Source: an optimization exercise on an open RTL-to-GDS flow (aim: small area, a short achievable clock period and few clock cycles per item). Production flows keep margins and buffers that such runs may drop.
At most, simulation tests tie the RTL to the original design; equivalence was not proved.
Power and IR drop assume default switching activity.

== lane 1 ==
// pha_engine
module pha_engine (
    input  wire        clk,
    input  wire        rst,
    input  wire        cmd_valid,
    output wire        cmd_ready,
    input  wire [31:0] cmd,
    output wire        rsp_valid,
    output wire [1:0]  rsp_status,
    output wire [13:0] rsp_result,
    output wire [3:0]  rsp_bpe,
    output wire [8:0]  rsp_pal_len,
    output wire        mem_en,
    output reg         mem_we,
    output reg  [10:0] mem_addr,
    output reg  [63:0] mem_wdata,
    input  wire [63:0] mem_rdata
);
Size: about 800 cells after synthesis, roughly 51 flip-flops, ~210 I/O pins, ~5300 µm² of cells after synthesis.
==> flow/config.mk <==
export PLATFORM = sky130hd
export DESIGN_NAME = pha_engine
export DESIGN_NICKNAME = pha_engine
export VERILOG_FILES = /design/flow/design.v
export SDC_FILE = /design/flow/constraint.sdc
export NUM_CORES = 4
export LEC_CHECK = 0
export CAP_MARGIN = 20
export CORE_MARGIN = 2
export CORE_UTILIZATION = 40
export PLACE_DENSITY = 0.6
export SLEW_MARGIN = 20
==> flow/constraint.sdc <==
create_clock -name core_clock -period 28.0 [get_ports {clk}]
set_input_delay 5.6000 -clock core_clock [delete_from_list [all_inputs] [get_ports {clk}]]
set_output_delay 5.6000 -clock core_clock [all_outputs]
set_load 0.01 [all_outputs]
standard.sh (not shown) runs the stock make flow with config.mk's settings and CLKGATE_MAP_FILE= SYNTH_SCRIPT=/design/flow/synth_recipe.tcl, a recipe that flattens the netlist after the stock synthesis.
==> flow/flow/run.sh <==
#!/bin/bash
# The standard layout (standard.sh) with two changes:
#  - plain buf_1 cells as the port buffers;
#  - synthesis maps logic with yosys's own ABC script for liberty cells
#    (flow/my_synth.tcl) instead of ORFS's delay script. The registers,
#    the -nofsm -noshare synth, the flattening and the renaming are as in
#    synth_recipe.tcl.
# Each tool's output goes to the ORFS logs under orfs/logs; make's own
# output goes to standard.log.
set -o pipefail
here=$(pwd)
sed "s#SYNTH_SCRIPT=[^ ]*synth_recipe.tcl#SYNTH_SCRIPT=$here/flow/my_synth.tcl#" standard.sh > my_standard.sh
export BUFFER_PORTS_ARGS="-buffer_cell sky130_fd_sc_hd__buf_1"
export MY_ABC_D=3000
bash my_standard.sh > standard.log 2>&1
==> flow/flow/my_synth.tcl <==
proc synth {args} { yosys synth -nofsm -noshare {*}$args }
# Technology mapping with yosys's own ABC script for liberty cells
# (instead of ORFS's delay script), with a delay target of MY_ABC_D ps.
proc abc {args} {
  set i [lsearch -exact $args -script]
  if {$i >= 0} { set args [lreplace $args $i [expr {$i + 1}]] }
  set i [lsearch -exact $args -D]
  if {$i >= 0} { set args [lreplace $args $i [expr {$i + 1}]] }
  if {[info exists ::env(MY_ABC_D)] && $::env(MY_ABC_D) ne ""} { lappend args -D $::env(MY_ABC_D) }
  yosys abc {*}$args
}
source $::env(SCRIPTS_DIR)/synth.tcl
# left out here: clear keep_hierarchy, flatten, clean up, hide names made inside functions, write 1_2_yosys.v
The inputs of lane 2 differ from those of lane 1 as listed below.
-- flow/design.v --
<<< lane 1, line 61
        endcase
    end
    wire [3:0] s_ok, s_nz;
    genvar gs;
    generate
        for (gs = 0; gs < 4; gs = gs + 1) begin : rslot
            assign s_ok[gs] = (mem_rdata[16*gs+14 +: 2] == epoch);
            assign s_nz[gs] = |mem_rdata[16*gs +: 14];
        end
    endgenerate
    wire [3:0]  s_lk  = s_ok & s_nz;
    wire [15:0] t_sv  = mem_rdata[16*t_slot +: 16];
    wire [13:0] t_val = s_ok[t_slot] ? t_sv[13:0] : 14'd0;
    wire        t_np  = t1 & t_peek & ~direct & s_lk[t_slot];
    wire        m0     = (mem_rdata[15:0]  == {epoch, vq});
    wire        m1     = (mem_rdata[47:32] == {epoch, vq});
>>> lane 2, line 61
        endcase
    end
    wire [15:0] t_sv  = mem_rdata[16*t_slot +: 16];
    wire        t_ok  = (t_sv[15:14] == epoch);
    wire [13:0] t_val = t_ok ? t_sv[13:0] : 14'd0;
    wire        t_np  = t1 & t_peek & ~direct & t_ok & (|t_sv[13:0]);
    wire        m0     = (mem_rdata[15:0]  == {epoch, vq});
    wire        m1     = (mem_rdata[47:32] == {epoch, vq});
<<< lane 1, line 107
                       (state == S_SC) | (state == S_ACK);
    assign mem_en = 1'b1;
    wire [10:0] a_cell = {1'b0, cwrd};
    wire [10:0] a_cur  = {BKT, ctr[HB-1:0]};
    wire [10:0] a_nxt  = {BKT, nxt_b};
    wire [10:0] a_tail = t2 ? a_nxt : {BKT, t_sv[HB-1:0]};
    wire [10:0] a_head = (is_set & set_h) ? {BKT, v[HB-1:0]} : a_cell;
    wire        sh_cell = b_hit | (~b_full & pal_full);
    wire        sh_ins  = ~b_hit & ~b_full & ~pal_full;
    always @(*) begin
        mem_we   = 1'b0;
        mem_addr = a_cell;
        case (state)
            S_CLR: begin
>>> lane 2, line 99
                       (state == S_SC) | (state == S_ACK);
    assign mem_en = 1'b1;
    always @(*) begin
        mem_we   = 1'b0;
        mem_addr = {1'b0, cwrd};
        case (state)
            S_CLR: begin
<<< lane 1, line 122
                mem_addr = ctr;
            end
            S_IDLE: mem_addr = stall ? a_tail : a_head;
            S_SH: begin
                mem_we   = sh_ins;
                mem_addr = sh_cell ? a_cell : b_full ? a_nxt : a_cur;
            end
            S_SC: mem_we = 1'b1;
>>> lane 2, line 107
                mem_addr = ctr;
            end
            S_IDLE: begin
                if (t_np)
                    mem_addr = {BKT, t_sv[HB-1:0]};
                else if (t2_miss)
                    mem_addr = {BKT, nxt_b};
                else if (is_set & set_h)
                    mem_addr = {BKT, v[HB-1:0]};
            end
            S_SH: begin
                if (!b_hit && b_full)
                    mem_addr = {BKT, nxt_b};
                else if (!b_hit && !pal_full) begin
                    mem_we   = 1'b1;
                    mem_addr = {BKT, ctr[HB-1:0]};
                end
            end
            S_SC: mem_we = 1'b1;
<<< lane 1, line 133
    assign rsp_valid   = rv | (t1 & ~t_np) | (t2 & ~t2_miss);
    assign rsp_status  = rst_q;
    assign rsp_result  = t1 ? t_val : t2 ? {6'd0, b_k} : 14'd0;
    assign rsp_pal_len = pal_len;
    assign rsp_bpe     = direct          ? 4'd14 :
>>> lane 2, line 129
    assign rsp_valid   = rv | (t1 & ~t_np) | (t2 & ~t2_miss);
    assign rsp_status  = rst_q;
    assign rsp_result  = t1 ? t_val : (t2 & b_hit) ? {6'd0, b_k} : 14'd0;
    assign rsp_pal_len = pal_len;
    assign rsp_bpe     = direct          ? 4'd14 :
--- outcome ---
In the metrics for lane 1 and lane 2, the one carrying the higher final cell area excluding filler cells is lane 1. Lane 2 — detailed-route wire length on metal 1 8.4% lower, lane 1 as reference. [compare] base=lane 1 new=lane 2: power drawn by the clock network neither gained nor lost much; clock transition at the registers of the reported paths neither gained nor lost much; cell count after synthesis lost 23; final period demand of the worst path lost 0.52 ns; fraction of the mapped netlist area in compound gates picked up an extra 0.57 points. Going from lane 1 to lane 2, area of placed instances decreased by about 1.3% relative to the old numbers; setup slack on the worst flop-to-flop path decreased by 0.77 ns relative to the old numbers; multi-input combinational cell count decreased by about 2% relative to the old numbers.
Testbench counts of lane 2, summed over its fixed seeds: cycles 71,217, cmds 28,816.
For lane 1, only the layout was checked, not whether the RTL still works.

Setup of job 4323:
The RTL this note starts from:
==> flow/design.v <==
module pha_engine (
    input  wire        clk,
    input  wire        rst,
    input  wire        cmd_valid,
    output wire        cmd_ready,
    input  wire [31:0] cmd,
    output wire        rsp_valid,
    output wire [1:0]  rsp_status,
    output wire [13:0] rsp_result,
    output wire [3:0]  rsp_bpe,
    output wire [8:0]  rsp_pal_len,
    output wire        mem_en,
    output reg         mem_we,
    output reg  [10:0] mem_addr,
    output reg  [63:0] mem_wdata,
    input  wire [63:0] mem_rdata
);
    localparam integer HB = 8;                      
    localparam [10:0]  CLR_LAST = 11'd1023 + (11'd1 << HB);
    localparam [10-HB:0] BKT = 1 << (10 - HB);      
    localparam [3:0] OP_INIT = 4'h1;
    localparam [3:0] OP_GET  = 4'h2;
    localparam [3:0] OP_SET  = 4'h3;
    localparam [3:0] OP_PEEK = 4'h4;
    localparam [1:0] ST_OK       = 2'd0;
    localparam [1:0] ST_ILLEGAL  = 2'd1;
    localparam [1:0] ST_REJECTED = 2'd2;
    localparam [2:0] S_CLR  = 3'd0;   
    localparam [2:0] S_IDLE = 3'd1;   
    localparam [2:0] S_SH   = 3'd2;   
    localparam [2:0] S_SR   = 3'd3;   
    localparam [2:0] S_SC   = 3'd4;   
    localparam [2:0] S_ACK  = 3'd5;   
    reg [2:0]  state;
    reg [8:0]  pal_len;
    reg        direct;
    reg        fault;
    reg [1:0]  epoch;
    reg [10:0] ctr;       
    reg [13:0] vq;        
    reg        app;       
    reg        sw;        
    reg        t1;        
    reg        t2;        
    reg        t_peek;
    reg [1:0]  t_slot;
    reg        rv;        
    reg [1:0]  rst_q;     
    wire [3:0]  op   = cmd[3:0];
    wire [1:0]  slot = cmd[5:4];
    wire [9:0]  cwrd = cmd[15:6];
    wire [13:0] v    = cmd[29:16];
    reg legal;
    always @(*) begin
        case (op)
            OP_INIT: legal = (cmd[31:4] == 28'd0);
            OP_GET:  legal = (cmd[31:16] == 16'd0);
            OP_SET:  legal = (cmd[31:30] == 2'd0);
            OP_PEEK: legal = (cmd[31:16] == 16'd0);
            default: legal = 1'b0;
        endcase
    end
    wire [15:0] t_sv  = mem_rdata[16*t_slot +: 16];
    wire        t_ok  = (t_sv[15:14] == epoch);
    wire [13:0] t_val = t_ok ? t_sv[13:0] : 14'd0;
    wire        t_np  = t1 & t_peek & ~direct & t_ok & (|t_sv[13:0]);
    wire        m0     = (mem_rdata[15:0]  == {epoch, vq});
    wire        m1     = (mem_rdata[47:32] == {epoch, vq});
    wire        b_hit  = m0 | m1;
    wire [7:0]  b_k    = m0 ? mem_rdata[23:16] : mem_rdata[55:48];
    wire        b_e0   = (mem_rdata[31:30] == epoch);    
    wire        b_full = b_e0 & (mem_rdata[63:62] == epoch);
    wire        pal_full = pal_len[8];
    wire        t2_miss  = t2 & ~b_hit & b_full;    
    wire        w_clr = (state == S_CLR);
    wire        w_bkt = (state == S_SH);
    reg  [3:0]  w_sel;
    always @(*) begin
        w_sel = 4'b1111;
        if (state == S_SC) w_sel = 4'b0001 << slot;
        if (w_bkt)         w_sel = b_e0 ? 4'b1100 : 4'b0011;
    end
    wire [1:0]  w_ep   = w_clr ? 2'b11 : epoch;
    wire [13:0] w_even = w_clr ? 14'd0 : vq;
    wire [13:0] w_odd  = w_clr ? 14'd0 : w_bkt ? {6'd0, pal_len[7:0]} : vq;
    integer g;
    always @(*) begin
        for (g = 0; g < 4; g = g + 1)
            mem_wdata[16*g +: 16] = w_sel[g] ? {w_ep, (g % 2 == 1) ? w_odd : w_even}
                                             : mem_rdata[16*g +: 16];
    end
    wire stall  = t_np | t2_miss;
    wire go     = (state == S_IDLE) & cmd_valid & ~stall;
    wire run    = ~fault & legal;
    wire is_set = (op == OP_SET);
    wire set_h  = ~direct & (|v);    
    wire [HB-1:0] nxt_b = ctr[HB-1:0] + 1'b1;
    assign cmd_ready = ((state == S_IDLE) & ~stall & ~is_set) |
                       (state == S_SC) | (state == S_ACK);
    assign mem_en = 1'b1;
    always @(*) begin
        mem_we   = 1'b0;
        mem_addr = {1'b0, cwrd};
        case (state)
            S_CLR: begin
                mem_we   = 1'b1;
                mem_addr = ctr;
            end
            S_IDLE: begin
                if (t_np)
                    mem_addr = {BKT, t_sv[HB-1:0]};
                else if (t2_miss)
                    mem_addr = {BKT, nxt_b};
                else if (is_set & set_h)
                    mem_addr = {BKT, v[HB-1:0]};
            end
            S_SH: begin
                if (!b_hit && b_full)
                    mem_addr = {BKT, nxt_b};
                else if (!b_hit && !pal_full) begin
                    mem_we   = 1'b1;
                    mem_addr = {BKT, ctr[HB-1:0]};
                end
            end
            S_SC: mem_we = 1'b1;
            default: ;
        endcase
    end
    assign rsp_valid   = rv | (t1 & ~t_np) | (t2 & ~t2_miss);
    assign rsp_status  = rst_q;
    assign rsp_result  = t1 ? t_val : (t2 & b_hit) ? {6'd0, b_k} : 14'd0;
    assign rsp_pal_len = pal_len;
    assign rsp_bpe     = direct          ? 4'd14 :
                         (pal_len > 128) ? 4'd8  :
                         (pal_len > 64)  ? 4'd7  :
                         (pal_len > 32)  ? 4'd6  :
                         (pal_len > 16)  ? 4'd5  : 4'd4;
    always @(posedge clk) begin
        rv <= 1'b0;
        t1 <= 1'b0;
        t2 <= stall;
        if (t_np) begin
            vq  <= t_sv[13:0];
            ctr <= {{(11-HB){1'b0}}, t_sv[HB-1:0]};
        end
        if (t2_miss)
            ctr <= {{(11-HB){1'b0}}, nxt_b};
        if (rst) begin
            state   <= S_CLR;
            ctr     <= 11'd0;
            epoch   <= 2'd0;
            pal_len <= 9'd1;
            direct  <= 1'b0;
            fault   <= 1'b0;
            app     <= 1'b0;
            sw      <= 1'b0;
            t2      <= 1'b0;
            rst_q   <= ST_OK;
        end else begin
            case (state)
                S_CLR: begin
                    ctr <= ctr + 11'd1;
                    if (ctr == CLR_LAST) state <= S_IDLE;
                end
                S_IDLE: begin
                    if (go) begin
                        rst_q <= ST_OK;
                        if (fault) begin
                            rv    <= ~is_set;
                            rst_q <= ST_REJECTED;
                            if (is_set) state <= S_ACK;
                        end else if (!legal) begin
                            rv    <= ~is_set;
                            rst_q <= ST_ILLEGAL;
                            fault <= 1'b1;
                            if (is_set) state <= S_ACK;
                        end else begin
                            case (op)
                                OP_INIT: begin
                                    rv      <= 1'b1;
                                    pal_len <= 9'd1;
                                    direct  <= 1'b0;
                                    epoch   <= epoch + 2'd1;
                                    if (epoch == 2'd2) begin
                                        epoch <= 2'd0;
                                        ctr   <= 11'd0;
                                        state <= S_CLR;
                                    end
                                end
                                OP_SET: begin
                                    vq    <= v;
                                    ctr   <= {{(11-HB){1'b0}}, v[HB-1:0]};
                                    state <= set_h ? S_SH : S_SC;
                                end
                                default: begin  
                                    t1     <= 1'b1;
                                    t_peek <= (op == OP_PEEK);
                                    t_slot <= slot;
                                end
                            endcase
                        end
                    end
                end
                S_SH: begin
                    if (b_hit) begin
                        state <= S_SC;
                    end else if (b_full) begin
                        ctr <= {{(11-HB){1'b0}}, nxt_b};
                    end else if (pal_full) begin
                        sw    <= 1'b1;
                        state <= S_SC;
                    end else begin
                        app   <= 1'b1;
                        state <= S_SR;
                    end
                end
                S_SR: state <= S_SC;
                S_SC: begin
                    rv    <= 1'b1;
                    app   <= 1'b0;
                    sw    <= 1'b0;
                    state <= S_IDLE;
                    if (app) pal_len <= pal_len + 9'd1;
                    if (sw) begin
                        direct  <= 1'b1;
                        pal_len <= 9'd0;
                    end
                end
                S_ACK: begin
                    rv    <= 1'b1;
                    state <= S_IDLE;
                end
                default: state <= S_IDLE;
            endcase
        end
    end
endmodule
Settings: LEC_CHECK=0, CAP_MARGIN=20, CORE_MARGIN=2, CORE_UTILIZATION=40, PLACE_DENSITY=0.6, SLEW_MARGIN=20; clock period 28.0 ns.
==> flow/flow/run.sh <==
#!/bin/bash
# The standard layout (standard.sh) with two changes:
#  - plain buf_1 cells as the port buffers;
#  - synthesis maps logic with an ABC script of our own
#    (flow/abc_area.script, run by flow/my_synth.tcl) instead of ORFS's
#    delay script. The registers, the -nofsm -noshare synth, the
#    flattening and the renaming are as in synth_recipe.tcl.
# Each tool's output goes to the ORFS logs under orfs/logs; make's own
# output goes to standard.log.
set -o pipefail
here=$(pwd)
sed "s#SYNTH_SCRIPT=[^ ]*synth_recipe.tcl#SYNTH_SCRIPT=$here/flow/my_synth.tcl#" standard.sh > my_standard.sh
export BUFFER_PORTS_ARGS="-buffer_cell sky130_fd_sc_hd__buf_1"
export MY_ABC_SCRIPT=$here/flow/abc_area.script
export MY_ABC_D=
bash my_standard.sh > standard.log 2>&1
==> flow/flow/abc_area.script <==
strash; &get -n; &fraig -x; &put; scorr; dc2; strash; &get -n; &dch -f; &nf -R 1000; &put
==> flow/flow/my_synth.tcl <==
proc synth {args} { yosys synth -nofsm -noshare {*}$args }
# Technology mapping with the ABC script named by MY_ABC_SCRIPT (yosys's
# own script for liberty cells if unset) instead of ORFS's delay script,
# with a delay target of MY_ABC_D ps if set.
proc abc {args} {
  set i [lsearch -exact $args -script]
  if {$i >= 0} { set args [lreplace $args $i [expr {$i + 1}]] }
  set i [lsearch -exact $args -D]
  if {$i >= 0} { set args [lreplace $args $i [expr {$i + 1}]] }
  if {[info exists ::env(MY_ABC_D)] && $::env(MY_ABC_D) ne ""} { lappend args -D $::env(MY_ABC_D) }
  if {[info exists ::env(MY_ABC_SCRIPT)] && $::env(MY_ABC_SCRIPT) ne ""} { set args [linsert $args 0 -script $::env(MY_ABC_SCRIPT)] }
  yosys abc {*}$args
}
source $::env(SCRIPTS_DIR)/synth.tcl
# left out here: clear keep_hierarchy, flatten, clean up, hide names made inside functions, write 1_2_yosys.v
Every stage of the flow completed for job 4323, and the final layout passed the timing, DRC and antenna checks.
Testbench counts of job 4323, summed over its fixed seeds: cycles 71,217, cmds 28,816.
## Diff of input files: job 5137 against job 4323
--- a/flow/design.v
+++ b/flow/design.v
@@ -60,10 +60,18 @@
             default: legal = 1'b0;
         endcase
     end
+    wire [3:0] s_ok, s_nz;
+    genvar gs;
+    generate
+        for (gs = 0; gs < 4; gs = gs + 1) begin : rslot
+            assign s_ok[gs] = (mem_rdata[16*gs+14 +: 2] == epoch);
+            assign s_nz[gs] = |mem_rdata[16*gs +: 14];
+        end
+    endgenerate
+    wire [3:0]  s_lk  = s_ok & s_nz;
     wire [15:0] t_sv  = mem_rdata[16*t_slot +: 16];
-    wire        t_ok  = (t_sv[15:14] == epoch);
-    wire [13:0] t_val = t_ok ? t_sv[13:0] : 14'd0;
-    wire        t_np  = t1 & t_peek & ~direct & t_ok & (|t_sv[13:0]);
+    wire [13:0] t_val = s_ok[t_slot] ? t_sv[13:0] : 14'd0;
+    wire        t_np  = t1 & t_peek & ~direct & s_lk[t_slot];
     wire        m0     = (mem_rdata[15:0]  == {epoch, vq});
     wire        m1     = (mem_rdata[47:32] == {epoch, vq});
     wire        b_hit  = m0 | m1;
@@ -98,29 +106,25 @@
     assign cmd_ready = ((state == S_IDLE) & ~stall & ~is_set) |
                        (state == S_SC) | (state == S_ACK);
     assign mem_en = 1'b1;
+    wire [10:0] a_cell = {1'b0, cwrd};
+    wire [10:0] a_cur  = {BKT, ctr[HB-1:0]};
+    wire [10:0] a_nxt  = {BKT, nxt_b};
+    wire [10:0] a_tail = t2 ? a_nxt : {BKT, t_sv[HB-1:0]};
+    wire [10:0] a_head = (is_set & set_h) ? {BKT, v[HB-1:0]} : a_cell;
+    wire        sh_cell = b_hit | (~b_full & pal_full);
+    wire        sh_ins  = ~b_hit & ~b_full & ~pal_full;
     always @(*) begin
         mem_we   = 1'b0;
-        mem_addr = {1'b0, cwrd};
+        mem_addr = a_cell;
         case (state)
             S_CLR: begin
                 mem_we   = 1'b1;
                 mem_addr = ctr;
             end
-            S_IDLE: begin
-                if (t_np)
-                    mem_addr = {BKT, t_sv[HB-1:0]};
-                else if (t2_miss)
-                    mem_addr = {BKT, nxt_b};
-                else if (is_set & set_h)
-                    mem_addr = {BKT, v[HB-1:0]};
-            end
+            S_IDLE: mem_addr = stall ? a_tail : a_head;
             S_SH: begin
-                if (!b_hit && b_full)
-                    mem_addr = {BKT, nxt_b};
-                else if (!b_hit && !pal_full) begin
-                    mem_we   = 1'b1;
-                    mem_addr = {BKT, ctr[HB-1:0]};
-                end
+                mem_we   = sh_ins;
+                mem_addr = sh_cell ? a_cell : b_full ? a_nxt : a_cur;
             end
             S_SC: mem_we = 1'b1;
             default: ;
@@ -128,7 +132,7 @@
     end
     assign rsp_valid   = rv | (t1 & ~t_np) | (t2 & ~t2_miss);
     assign rsp_status  = rst_q;
-    assign rsp_result  = t1 ? t_val : (t2 & b_hit) ? {6'd0, b_k} : 14'd0;
+    assign rsp_result  = t1 ? t_val : t2 ? {6'd0, b_k} : 14'd0;
     assign rsp_pal_len = pal_len;
     assign rsp_bpe     = direct          ? 4'd14 :
                          (pal_len > 128) ? 4'd8  :
## What came out
Quantity of gates resized following cts came out exactly the same in job 4323 and job 5137. Job 5137 against job 4323; final non-filler cell area is up slightly. Across both runs, net switching share of the total power was lower for job 5137 than for job 4323. Final core utilization | job 5137 below job 4323. Clock latency at the later pin of the worst-skew pair: job 4323 vs job 5137 — no meaningful difference. Job 5137 -> job 4323: overall track demand over capacity in global routing flat. The worst hold slack reported for job 5137 is greater than that of job 4323 by 4.6 ps. [compare] base=job 4323 new=job 5137: combined area of all synthesized cells climbed 2.7%; met3 wire length dropped about 3.3%; maximum net fanout on the critical path dropped 2; global placement routability congestion climbed 2.7%; total power of the final layout dropped 10%. Looking at area of the die across both flows, job 5137 is the weaker of the two, with job 4323 ahead.
The RTL of job 5137 was laid out without a check of its function.

==> afterwards: timing with drivers on the ports <==
The flow's constraints put no driver on any port. The routed layouts listed below were extracted and timed again, unchanged, in two steps.
Step 1 (the two cells are an assumption about what drives the block):
set clk [get_ports {clk}]
set_driving_cell -lib_cell sky130_fd_sc_hd__clkbuf_16 $clk
set_driving_cell -lib_cell sky130_fd_sc_hd__buf_2 [delete_from_list [all_inputs] $clk]
Step 2 times the ports against the registers' clock, not the clock port: input delays grow and output delays shrink by t, the midpoint of the rising clock arrivals with the driver on.
a / b / c = ideal / step 1 / step 2; a / b = the first two.
run | t, ns | setup slack, ns | hold slack, ns | slew at the worst register clock pin (ns)
lane 1 | 0.346 | 13.167 / 13.134 / 13.134 | 0.490 / 0.490 / 0.490 | 0.08 / 0.08
lane 2 | 0.335 | 13.692 / 13.672 / 13.672 | 0.491 / 0.491 / 0.491 | 0.08 / 0.08
job 4323 | 0.331 | 13.134 / 13.113 / 13.113 | 0.496 / 0.496 / 0.496 | 0.07 / 0.07
job 5137 | 0.341 | 13.393 / 13.373 / 13.373 | 0.501 / 0.501 / 0.501 | 0.07 / 0.07
After both steps setup and hold are still met in every run listed. The setup slack of lane 1, which loses most, moves by -0.033 ns with the drivers and by -0.033 ns with both steps.
